Source: an optimization exercise on an open RTL-to-GDS flow (aim: small area, a short achievable clock period and few clock cycles). Production flows keep margins and buffers that such runs may drop. In this exercise RTL edits were held to simulation tests only and were not proved equivalent to the original.

==> inputs of v13 <==
## flowtex_core
module flowtex_core (
    input  wire         clk,
    input  wire         rst,
    input  wire         cmd_valid,
    input  wire [7:0]   cmd,
    output wire         cmd_ready,
    input  wire [255:0] frame_in,
    input  wire [23:0]  raw_flow_in,
    input  wire [23:0]  raw_range_in,
    input  wire [31:0]  alpha_in,
    input  wire [7:0]   order_in,
    input  wire [31:0]  value_in,
    output reg          rsp_valid,
    output reg  [1:0]   rsp_status,
    output wire [31:0]  rsp_value,
    output reg          df_valid,
    output reg  [23:0]  df_flow,
    output reg  [15:0]  df_temp,
    output reg  [23:0]  df_range,
    output reg  [79:0]  df_serial,
    output reg  [31:0]  df_fwver,
    output reg  [31:0]  df_fwcs,
    output reg  [31:0]  cfg_alpha,
    output wire [7:0]   cfg_order
);
    localparam integer  MAX_ORDER     = 8;
    localparam [31:0]   DEFAULT_ALPHA = 32'h3F000000;    
    localparam [31:0]   DEFAULT_OM    = 32'h3F000000;    
    localparam [3:0]    DEFAULT_ORDER = 4'd1;
    localparam [31:0]   ONE           = 32'h3F800000;
    localparam [1:0] ST_OK = 2'd0, ST_CHECKSUM = 2'd1, ST_CFG_IGNORED = 2'd2,
                     ST_ILLEGAL = 2'd3;
    localparam [7:0] OP_DECODE = 8'h01, OP_CONVERT = 8'h02, OP_CONFIGURE = 8'h03,
                     OP_RESET = 8'h04, OP_PROCESS = 8'h05, OP_GETVALUE = 8'h06;
    localparam [1:0] R_ZERO = 2'd0, R_CACHED = 2'd1, R_CONV = 2'd2;
    reg        st_cv;                       
    reg        st_pa;                       
    reg        st_pb;                       
    reg        st_pc;                       
    wire       idle = !(st_cv || st_pa || st_pb || st_pc);
    reg        init;                        
    reg [31:0] cached;
    reg [31:0] stage [0:MAX_ORDER-1];
    reg [MAX_ORDER-1:0] zs;                 
    reg [3:0]  order;
    reg [31:0] om;                          
    reg        omc;                         
    reg [31:0] m1, m2;
  ...
Settings: LEC_CHECK=0, CAP_MARGIN=20, CORE_MARGIN=2, CORE_UTILIZATION=30, SLEW_MARGIN=20; clock period 25.0 ns.
standard.sh (not shown) runs the stock make flow with config.mk's settings and CLKGATE_MAP_FILE= SYNTH_SCRIPT=/design/flow/synth_recipe.tcl, a recipe that flattens the netlist after the stock synthesis.
==> flow/flow/run.sh <==
#!/bin/bash
# Standard ORFS layout (the standard.sh, standard synthesis unchanged)
# with these changes to how the layout is made:
#  - higher core utilisation (fewer tap cells, shorter wires)
#  - port buffers of the smallest buffer cell
set -euo pipefail
bash standard.sh \
    CORE_UTILIZATION=55 \
    SETUP_SLACK_MARGIN=10 \
    TNS_END_PERCENT=10 \
    "BUFFER_PORTS_ARGS=-buffer_cell sky130_fd_sc_hd__buf_1" \
    finish > make.log 2>&1
==> v32: changes against v13 <==
--- a/flow/design.v
+++ b/flow/design.v
@@ -50,23 +50,29 @@
     reg [2:0]  rp;                          
     reg        c0;                          
     reg        lastf;                       
     reg        cv_neg;
     reg [1:0]  rsel;
     assign cmd_ready = idle;
     assign cfg_order = {4'd0, order};
     wire accept = cmd_valid && idle;
-    reg [7:0] gsum;
+    reg [7:0] csa [0:91];
     integer   k;
     always @(*) begin
-        gsum = 8'd0;
         for (k = 0; k < 32; k = k + 1)
-            gsum = gsum + frame_in[8*k +: 8];
+            csa[k] = frame_in[8*k +: 8];
+        for (k = 0; k < 30; k = k + 1) begin
+            csa[32 + 2*k] = csa[3*k] ^ csa[3*k+1] ^ csa[3*k+2];
+            csa[33 + 2*k] = ((csa[3*k] & csa[3*k+1]) | (csa[3*k] & csa[3*k+2]) |
+                             (csa[3*k+1] & csa[3*k+2])) << 1;
+        end
     end
+    wire [7:0] cs_s = csa[90], cs_c = csa[91];
+    wire       sum_zero = ((cs_s ^ cs_c) == {cs_s[6:0] | cs_c[6:0], 1'b0});
     wire        raw_neg = raw_flow_in[23];
     wire [22:0] raw_neg23 = 23'd0 - raw_flow_in[22:0];
     wire [22:0] mag = raw_neg ? raw_neg23 : raw_flow_in[22:0];
     wire        cv_zero = (raw_flow_in[22:0] == 23'd0) || (raw_range_in == 24'd0);
     wire [31:0] div_q;
     ftx_cdiv u_cdiv (.p(m2), .q(div_q));
     wire alpha_ok = !alpha_in[31] && (alpha_in[30:0] != 31'd0) &&
                     (alpha_in[30:0] < ONE[30:0]);
@@ -152,17 +158,17 @@
             if (omc)
                 om <= add_y;
             if (accept) begin
                 rsp_status <= ST_OK;
                 rsel       <= R_ZERO;
                 case (cmd)
                     OP_DECODE: begin
                         rsp_valid <= 1'b1;
-                        if (gsum != 8'd0) begin
+                        if (!sum_zero) begin
                             rsp_status <= ST_CHECKSUM;
                         end else begin
                             df_flow   <= frame_in[23:0];
                             df_temp   <= frame_in[47:32];
                             df_range  <= frame_in[79:56];
                             df_serial <= frame_in[167:88];
                             df_fwver  <= frame_in[207:176];
                             df_fwcs   <= frame_in[247:216];
@@ -292,43 +298,48 @@
     always @(*)
         for (j2 = 0; j2 < 48; j2 = j2 + 1)
             below[j2] = ({1'b0, j2[6:0]} + 8'd25 < {1'b0, u0});
     wire               st_lo = |(prod & below);
     wire         one    = big && more && !neg && !win[25];
     wire [23:0]  m      = one ? win[24:1] : win[25:2];
     wire         guard  = one ? win[0] : win[1];
     wire         sticky = st_lo | (!one && win[0]);
-    wire [9:0]   ebx    = neg ? 10'd0 : e0 - 10'd1 - {4'd0, l1} - {9'd0, one};
+    wire [9:0]   eb1    = e0 - 10'd1 - {4'd0, l1};
+    wire [9:0]   eb2    = e0 - 10'd2 - {4'd0, l1};
+    wire [9:0]   ebx    = neg ? 10'd0 : one ? eb2 : eb1;
     ftx_fp_round u_round (
         .sign(sign & !imode), .eb(ebx), .m(m), .guard(guard),
         .sticky(sticky), .result(yr)
     );
 endmodule
 module ftx_fadd (
     input  wire [31:0] a,
     input  wire [31:0] b,
     output reg  [31:0] y
 );
     localparam [31:0] QNAN = 32'h7FC00000;
     wire a_max = (a[30:23] == 8'hFF), b_max = (b[30:23] == 8'hFF);
     wire a_nan = a_max && (a[22:0] != 0);
     wire b_nan = b_max && (b[22:0] != 0);
     wire a_inf = a_max && (a[22:0] == 0);
     wire b_inf = b_max && (b[22:0] == 0);
-    wire        swap = (b[30:0] > a[30:0]);
+    wire        an = (a[30:23] != 0), bn = (b[30:23] != 0);
+    wire [7:0]  ea = an ? a[30:23] : 8'd1;           
+    wire [7:0]  eb = bn ? b[30:23] : 8'd1;
+    wire [8:0]  dab = {1'b0, ea} - {1'b0, eb};
+    wire [8:0]  dba = {1'b0, eb} - {1'b0, ea};
+    wire        swap = dab[8];                       
     wire [31:0] x = swap ? b : a;
     wire [31:0] z = swap ? a : b;
-    wire [7:0]  ex = x[30:23], ez = z[30:23];
-    wire        xn = (ex != 0), zn = (ez != 0);
-    wire [23:0] mx = {xn, x[22:0]};
-    wire [23:0] mz = {zn, z[22:0]};
-    wire [7:0]  ex_eff = xn ? ex : 8'd1;
-    wire [7:0]  d = ex - ez - {7'd0, zn ^ xn};
-    wire        subtract = x[31] ^ z[31];
+    wire [7:0]  ex_eff = swap ? eb : ea;
+    wire [7:0]  d = swap ? dba[7:0] : dab[7:0];
+    wire [23:0] mx = {swap ? bn : an, x[22:0]};
+    wire [23:0] mz = {swap ? an : bn, z[22:0]};
+    wire        subtract = a[31] ^ b[31];
     wire [4:0]  ds = (d > 8'd27) ? 5'd27 : d[4:0];
     wire [25:0] mz_sh = {mz, 2'b00} >> ds;
     reg  [23:0] zbelow;                     
     integer     j2;
     always @(*)
         for (j2 = 0; j2 < 24; j2 = j2 + 1)
             zbelow[j2] = (j2 + 2 < ds);
     wire [26:0] mz_ext  = {mz_sh, |(mz & zbelow)};
@@ -346,34 +357,38 @@
             fm = fsum[26:3]; fg = fsum[2]; fs = |fsum[1:0];
             feb = {1'b0, ex_eff} - 9'd1;
         end else begin
             fm = fsum[25:2]; fg = fsum[1]; fs = fsum[0];
             feb = {1'b0, ex_eff} - 9'd2;
         end
     end
     wire [24:0] cz   = d[0] ? {1'b0, mz} : {mz, 1'b0};
-    wire [24:0] cdif = {mx, 1'b0} - cz;
+    wire [25:0] cd1  = {1'b0, mx, 1'b0} - {1'b0, cz};
+    wire [24:0] cd2  = {mz, 1'b0} - {mx, 1'b0};      
+    wire        cneg = cd1[25];
+    wire [24:0] cdif = cneg ? cd2 : cd1[24:0];
     reg  [4:0]  clz;
     integer     i;
     always @(*) begin
         clz = 5'd25;
         for (i = 0; i <= 24; i = i + 1)
             if (cdif[i]) clz = 5'd24 - i[4:0];
     end
     wire [8:0]  exm1 = {1'b0, ex_eff} - 9'd1;
     wire        clim = ({4'd0, clz} > exm1);
     wire [4:0]  cl   = clim ? exm1[4:0] : clz;
     wire [24:0] cs   = cdif << cl;
     wire [8:0]  ceb  = exm1 - {4'd0, cl};
     wire        close = subtract && (d[7:1] == 7'd0);
     wire        zero  = close ? (cdif == 25'd0) : (fsum == 28'd0);
+    wire        sgn   = (close && cneg) ? z[31] : x[31];
     wire [31:0] rounded;
     ftx_fp_round u_round (
-        .sign(x[31]),
+        .sign(sgn),
         .eb({1'b0, close ? ceb : feb}),
         .m(close ? cs[24:1] : fm),
         .guard(close ? cs[0] : fg),
         .sticky(close ? 1'b0 : fs),
         .result(rounded)
     );
     always @(*) begin
         if (a_nan || b_nan || (a_inf && b_inf && (a[31] != b[31])))
@@ -392,17 +407,18 @@
     input  wire        sign,
     input  wire [9:0]  eb,
     input  wire [23:0] m,
     input  wire        guard,
     input  wire        sticky,
     output wire [31:0] result
 );
     wire        up = guard & (sticky | m[0]);
-    wire [32:0] r  = {eb, m[22:0]} + {9'd0, m[23], 23'd0} + {32'd0, up};
+    wire [9:0]  eh = eb + {9'd0, m[23]};
+    wire [32:0] r  = {eh, m[22:0]} + {32'd0, up};
     assign result = (r[32:23] >= 10'd255) ? {sign, 8'hFF, 23'd0} : {sign, r[30:0]};
 endmodule
 module ftx_cdiv (
     input  wire [31:0] p,
     output wire [31:0] q
 );
     wire [22:0] l    = p[22:0];
     wire [7:0]  ep   = p[30:23];
==> flow/flow/run.sh (replaced) <==
#!/bin/bash
# Standard ORFS layout (the standard.sh, standard synthesis unchanged)
# with these changes to how the layout is made:
#  - core utilisation 40 (the default), above the design's 30
#  - port buffers of the smallest buffer cell
set -euo pipefail
bash standard.sh \
    CORE_UTILIZATION=40 \
    SETUP_SLACK_MARGIN=14 \
    TNS_END_PERCENT=10 \
    "BUFFER_PORTS_ARGS=-buffer_cell sky130_fd_sc_hd__buf_1" \
    finish > make.log 2>&1
==> v35: changes against v13 <==
--- a/flow/design.v
+++ b/flow/design.v
@@ -42,45 +42,50 @@
     reg [31:0] cached;
     reg [31:0] stage [0:MAX_ORDER-1];
     reg [MAX_ORDER-1:0] zs;                 
     reg [3:0]  order;
     reg [31:0] om;                          
     reg        omc;                         
     reg [31:0] m1, m2;
     reg [2:0]  idx;                         
-    reg [2:0]  rp;                          
+    reg [31:0] ob;                          
     reg        c0;                          
     reg        lastf;                       
     reg        cv_neg;
     reg [1:0]  rsel;
     assign cmd_ready = idle;
     assign cfg_order = {4'd0, order};
     wire accept = cmd_valid && idle;
-    reg [7:0] gsum;
+    reg [7:0] csa [0:91];
     integer   k;
     always @(*) begin
-        gsum = 8'd0;
         for (k = 0; k < 32; k = k + 1)
-            gsum = gsum + frame_in[8*k +: 8];
+            csa[k] = frame_in[8*k +: 8];
+        for (k = 0; k < 30; k = k + 1) begin
+            csa[32 + 2*k] = csa[3*k] ^ csa[3*k+1] ^ csa[3*k+2];
+            csa[33 + 2*k] = ((csa[3*k] & csa[3*k+1]) | (csa[3*k] & csa[3*k+2]) |
+                             (csa[3*k+1] & csa[3*k+2])) << 1;
+        end
     end
+    wire [7:0] cs_s = csa[90], cs_c = csa[91];
+    wire       sum_zero = ((cs_s ^ cs_c) == {cs_s[6:0] | cs_c[6:0], 1'b0});
     wire        raw_neg = raw_flow_in[23];
     wire [22:0] raw_neg23 = 23'd0 - raw_flow_in[22:0];
     wire [22:0] mag = raw_neg ? raw_neg23 : raw_flow_in[22:0];
     wire        cv_zero = (raw_flow_in[22:0] == 23'd0) || (raw_range_in == 24'd0);
     wire [31:0] div_q;
     ftx_cdiv u_cdiv (.p(m2), .q(div_q));
     wire alpha_ok = !alpha_in[31] && (alpha_in[30:0] != 31'd0) &&
                     (alpha_in[30:0] < ONE[30:0]);
     wire order_ok = (order_in >= 8'd1) && (order_in <= MAX_ORDER);
     wire cfg_ok   = alpha_ok && order_ok;
-    wire [31:0] stage_r = zs[rp] ? 32'd0 : stage[rp];
     wire        selm2   = st_cv || (st_pb && c0);
     wire [31:0] mul_a   = st_pb ? om : st_cv ? m1 : cfg_alpha;
-    wire [31:0] mul_b   = selm2 ? m2 : stage_r;
+    wire [31:0] mul_b   = selm2 ? m2 : ob;
     wire [31:0] mul_y, add_y;
     ftx_fmul u_fmul (.a(mul_a), .b(mul_b), .imode(st_cv), .y(mul_y));
     ftx_fadd u_fadd (.a(m1), .b(m2), .y(add_y));
     assign rsp_value = (rsel == R_CACHED) ? cached :
                        (rsel == R_CONV)   ? {cv_neg, div_q[30:0]} : 32'd0;
     wire acc_cv  = accept && cmd == OP_CONVERT;
     wire acc_cf  = accept && cmd == OP_CONFIGURE;
     wire acc_pr  = accept && cmd == OP_PROCESS;
@@ -97,35 +102,43 @@
                 m1 <= mul_y;
             if (acc_pr)
                 m2 <= value_in;
             else if (st_pb || st_cv)
                 m2 <= mul_y;
         end
         if (acc_pr) begin
             idx   <= 3'd0;
-            rp    <= 3'd0;
             c0    <= 1'b1;
             lastf <= (order == 4'd1);
-        end else if (st_pb) begin
-            rp    <= idx + 3'd1;
         end else if (st_pc) begin
             idx   <= idx + 3'd1;
-            rp    <= lastf ? 3'd0 : idx;
             c0    <= 1'b0;
             lastf <= ({1'b0, idx} + 4'd2 == order);
         end
+        if (st_pb)
+            ob <= stage_n;                  
+        else if (st_pc && !lastf)
+            ob <= add_y;                    
+        else if (wr0)
+            ob <= wdata;
+        else
+            ob <= stage_0;
     end
     reg [MAX_ORDER-1:0] wmask;
     integer w;
     always @(*)
         for (w = 0; w < MAX_ORDER; w = w + 1)
             wmask[w] = (w < order);
     wire        wr_in = accept && (cmd == OP_RESET || (cmd == OP_PROCESS && !init));
     wire [31:0] wdata = st_pc ? add_y : value_in;
+    wire        wr0   = wr_in || (st_pc && idx == 3'd0);     
+    wire [2:0]  nidx  = idx + 3'd1;
+    wire [31:0] stage_0 = zs[0] ? 32'd0 : stage[0];
+    wire [31:0] stage_n = zs[nidx] ? 32'd0 : stage[nidx];
     always @(posedge clk)
         for (w = 0; w < MAX_ORDER; w = w + 1)
             if ((wr_in && wmask[w]) || (st_pc && idx == w))
                 stage[w] <= wdata;
     always @(posedge clk) begin
         if (rst) begin
             st_cv      <= 1'b0;
             st_pa      <= 1'b0;
@@ -152,17 +165,17 @@
             if (omc)
                 om <= add_y;
             if (accept) begin
                 rsp_status <= ST_OK;
                 rsel       <= R_ZERO;
                 case (cmd)
                     OP_DECODE: begin
                         rsp_valid <= 1'b1;
-                        if (gsum != 8'd0) begin
+                        if (!sum_zero) begin
                             rsp_status <= ST_CHECKSUM;
                         end else begin
                             df_flow   <= frame_in[23:0];
                             df_temp   <= frame_in[47:32];
                             df_range  <= frame_in[79:56];
                             df_serial <= frame_in[167:88];
                             df_fwver  <= frame_in[207:176];
                             df_fwcs   <= frame_in[247:216];
@@ -292,43 +305,54 @@
     always @(*)
         for (j2 = 0; j2 < 48; j2 = j2 + 1)
             below[j2] = ({1'b0, j2[6:0]} + 8'd25 < {1'b0, u0});
     wire               st_lo = |(prod & below);
     wire         one    = big && more && !neg && !win[25];
     wire [23:0]  m      = one ? win[24:1] : win[25:2];
     wire         guard  = one ? win[0] : win[1];
     wire         sticky = st_lo | (!one && win[0]);
-    wire [9:0]   ebx    = neg ? 10'd0 : e0 - 10'd1 - {4'd0, l1} - {9'd0, one};
+    wire [9:0]   eb1    = e0 - 10'd1 - {4'd0, l1};
+    wire [9:0]   eb2    = e0 - 10'd2 - {4'd0, l1};
+    wire [9:0]   ebx    = neg ? 10'd0 : one ? eb2 : eb1;
     ftx_fp_round u_round (
         .sign(sign & !imode), .eb(ebx), .m(m), .guard(guard),
         .sticky(sticky), .result(yr)
     );
 endmodule
 module ftx_fadd (
     input  wire [31:0] a,
     input  wire [31:0] b,
     output reg  [31:0] y
 );
     localparam [31:0] QNAN = 32'h7FC00000;
     wire a_max = (a[30:23] == 8'hFF), b_max = (b[30:23] == 8'hFF);
     wire a_nan = a_max && (a[22:0] != 0);
     wire b_nan = b_max && (b[22:0] != 0);
     wire a_inf = a_max && (a[22:0] == 0);
     wire b_inf = b_max && (b[22:0] == 0);
-    wire        swap = (b[30:0] > a[30:0]);
+    wire        an = (a[30:23] != 0), bn = (b[30:23] != 0);
+    wire [7:0]  ea = an ? a[30:23] : 8'd1;           
+    wire [7:0]  eb = bn ? b[30:23] : 8'd1;
+    wire [8:0]  r0  = {1'b0, a[30:23]} - {1'b0, b[30:23]};
+    wire [8:0]  rp1 = {1'b0, a[30:23]} - {1'b0, b[30:23]} + 9'd1;
+    wire [8:0]  rm1 = {1'b0, a[30:23]} - {1'b0, b[30:23]} - 9'd1;
+    wire [8:0]  dab = (!an && bn) ? rp1 : (an && !bn) ? rm1 : r0;
+    wire [8:0]  q0  = {1'b0, b[30:23]} - {1'b0, a[30:23]};
+    wire [8:0]  qp1 = {1'b0, b[30:23]} - {1'b0, a[30:23]} + 9'd1;
+    wire [8:0]  qm1 = {1'b0, b[30:23]} - {1'b0, a[30:23]} - 9'd1;
+    wire [8:0]  dba = (!bn && an) ? qp1 : (bn && !an) ? qm1 : q0;
+    wire        swap = dab[8];                       
     wire [31:0] x = swap ? b : a;
     wire [31:0] z = swap ? a : b;
-    wire [7:0]  ex = x[30:23], ez = z[30:23];
-    wire        xn = (ex != 0), zn = (ez != 0);
-    wire [23:0] mx = {xn, x[22:0]};
-    wire [23:0] mz = {zn, z[22:0]};
-    wire [7:0]  ex_eff = xn ? ex : 8'd1;
-    wire [7:0]  d = ex - ez - {7'd0, zn ^ xn};
-    wire        subtract = x[31] ^ z[31];
+    wire [7:0]  ex_eff = swap ? eb : ea;
+    wire [7:0]  d = swap ? dba[7:0] : dab[7:0];
+    wire [23:0] mx = {swap ? bn : an, x[22:0]};
+    wire [23:0] mz = {swap ? an : bn, z[22:0]};
+    wire        subtract = a[31] ^ b[31];
     wire [4:0]  ds = (d > 8'd27) ? 5'd27 : d[4:0];
     wire [25:0] mz_sh = {mz, 2'b00} >> ds;
     reg  [23:0] zbelow;                     
     integer     j2;
     always @(*)
         for (j2 = 0; j2 < 24; j2 = j2 + 1)
             zbelow[j2] = (j2 + 2 < ds);
     wire [26:0] mz_ext  = {mz_sh, |(mz & zbelow)};
@@ -346,34 +370,38 @@
             fm = fsum[26:3]; fg = fsum[2]; fs = |fsum[1:0];
             feb = {1'b0, ex_eff} - 9'd1;
         end else begin
             fm = fsum[25:2]; fg = fsum[1]; fs = fsum[0];
             feb = {1'b0, ex_eff} - 9'd2;
         end
     end
     wire [24:0] cz   = d[0] ? {1'b0, mz} : {mz, 1'b0};
-    wire [24:0] cdif = {mx, 1'b0} - cz;
+    wire [25:0] cd1  = {1'b0, mx, 1'b0} - {1'b0, cz};
+    wire [24:0] cd2  = {mz, 1'b0} - {mx, 1'b0};      
+    wire        cneg = cd1[25];
+    wire [24:0] cdif = cneg ? cd2 : cd1[24:0];
     reg  [4:0]  clz;
     integer     i;
     always @(*) begin
         clz = 5'd25;
         for (i = 0; i <= 24; i = i + 1)
             if (cdif[i]) clz = 5'd24 - i[4:0];
     end
     wire [8:0]  exm1 = {1'b0, ex_eff} - 9'd1;
     wire        clim = ({4'd0, clz} > exm1);
     wire [4:0]  cl   = clim ? exm1[4:0] : clz;
     wire [24:0] cs   = cdif << cl;
     wire [8:0]  ceb  = exm1 - {4'd0, cl};
     wire        close = subtract && (d[7:1] == 7'd0);
     wire        zero  = close ? (cdif == 25'd0) : (fsum == 28'd0);
+    wire        sgn   = (close && cneg) ? z[31] : x[31];
     wire [31:0] rounded;
     ftx_fp_round u_round (
-        .sign(x[31]),
+        .sign(sgn),
         .eb({1'b0, close ? ceb : feb}),
         .m(close ? cs[24:1] : fm),
         .guard(close ? cs[0] : fg),
         .sticky(close ? 1'b0 : fs),
         .result(rounded)
     );
     always @(*) begin
         if (a_nan || b_nan || (a_inf && b_inf && (a[31] != b[31])))
@@ -392,17 +420,18 @@
     input  wire        sign,
     input  wire [9:0]  eb,
     input  wire [23:0] m,
     input  wire        guard,
     input  wire        sticky,
     output wire [31:0] result
 );
     wire        up = guard & (sticky | m[0]);
-    wire [32:0] r  = {eb, m[22:0]} + {9'd0, m[23], 23'd0} + {32'd0, up};
+    wire [9:0]  eh = eb + {9'd0, m[23]};
+    wire [32:0] r  = {eh, m[22:0]} + {32'd0, up};
     assign result = (r[32:23] >= 10'd255) ? {sign, 8'hFF, 23'd0} : {sign, r[30:0]};
 endmodule
 module ftx_cdiv (
     input  wire [31:0] p,
     output wire [31:0] q
 );
     wire [22:0] l    = p[22:0];
     wire [7:0]  ep   = p[30:23];
==> flow/flow/run.sh (replaced) <==
#!/bin/bash
# Standard ORFS layout (the standard.sh, standard synthesis unchanged)
# with these changes to how the layout is made:
#  - core utilisation 40 (the default), above the design's 30
#  - port buffers of the smallest buffer cell
set -euo pipefail
bash standard.sh \
    CORE_UTILIZATION=40 \
    SETUP_SLACK_MARGIN=12 \
    TNS_END_PERCENT=10 \
    SLEW_MARGIN=35 \
    CAP_MARGIN=35 \
    "BUFFER_PORTS_ARGS=-buffer_cell sky130_fd_sc_hd__buf_1" \
    finish > make.log 2>&1
ABC_AREA = 1   (was unset)
CORE_UTILIZATION = 40   (was 30)
==> qor summary <==
quantity	v13	v32	v35
Met2 track utilization from global routing	73.1%	61.3%	59.5%
Post-route cell area	82100 sq um	94000 sq um	84900 sq um
Post-synthesis sequential area ratio	22.0%	20.9%	22.3%
Number of different library cells in the post-synthesis netlist	129	135	89
Number of placement rows	134	161	159
Hold-critical path endpoint	df_fwcs[30]	zs[0]	st_pa
Status	complete, but fails checks	finished clean	finished clean
Layout check failures	max-capacitance violations, max-slew violations	-	-
Beginning of the worst hold path	df_fwcs[30]	zs[0]	init
# clock sinks	657	657	686
Number of non-clock buffers	896	1258	884
Capturing element of the worst setup path	stage[2][22]	m2[13]	df_temp[11]
Post-DP Area	78300 sq um	84000 sq um	80000 sq um
Setup crit start kind	flop	flop	input port
Yosys Warn Count	4	5	5
Arithmetic-cell share of the synthesized area counting full adders, half adders and majority gates	24.8%	23.5%	24.1%
Wire length after detailed routing	361 mm	425 mm	375 mm
Share of the final layout cell area in sequential cells	19.8%	17.3%	19.8%
Met3 WL	59.1 mm	48.0 mm	32.8 mm
Half-perimeter wire length after placement	280 mm	325 mm	297 mm
Post-CTS clock slew at the launch and capture registers of the worst setup and hold paths	60 ps	60 ps	70 ps
Critical Path AT	15240 ps	14080 ps	13270 ps
Testbench counts of v13, summed over its fixed seeds: cycles 26,048.
Testbench counts of v32, summed over its fixed seeds: cycles 26,048.
Testbench counts of v35, summed over its fixed seeds: cycles 26,048.

-- re-timing with driven ports --
No port has a modelled driver above. Below, the same layouts with a new extraction and two added sets of constraints. Step 1 (the two cells are an assumption about what drives the block):
set clk [get_ports {clk}]
set_driving_cell -lib_cell sky130_fd_sc_hd__clkbuf_16 $clk
set_driving_cell -lib_cell sky130_fd_sc_hd__buf_2 [delete_from_list [all_inputs] $clk]
Step 2, shift: input delay + t, output delay - t, t = (earliest + latest rising clock arrival at the registers) / 2. This alone moves slack from input paths to output paths. Slacks: no drivers / after step 1 / after step 2; pairs: no drivers / after step 1.
run | t, ns | slack for setup (ns) | hold WS [ns] | worst setup path after step 2 | slew at the worst register clock pin (ns)
v13 | 0.793 | 10.204 / 10.204 / 10.204 | 0.454 / 0.454 / 0.454 | register to register | 0.07 / 0.07
v32 | 0.736 | 11.402 / 11.402 / 11.043 | 0.458 / 0.458 / 0.458 | input to register | 0.07 / 0.07
v35 | 0.745 | 12.330 / 12.370 / 11.625 | 0.455 / 0.455 / 0.455 | input to register | 0.07 / 0.07
For v35, which loses most, drivers alone change the setup slack by +0.040 ns; drivers and shift together by -0.705 ns.
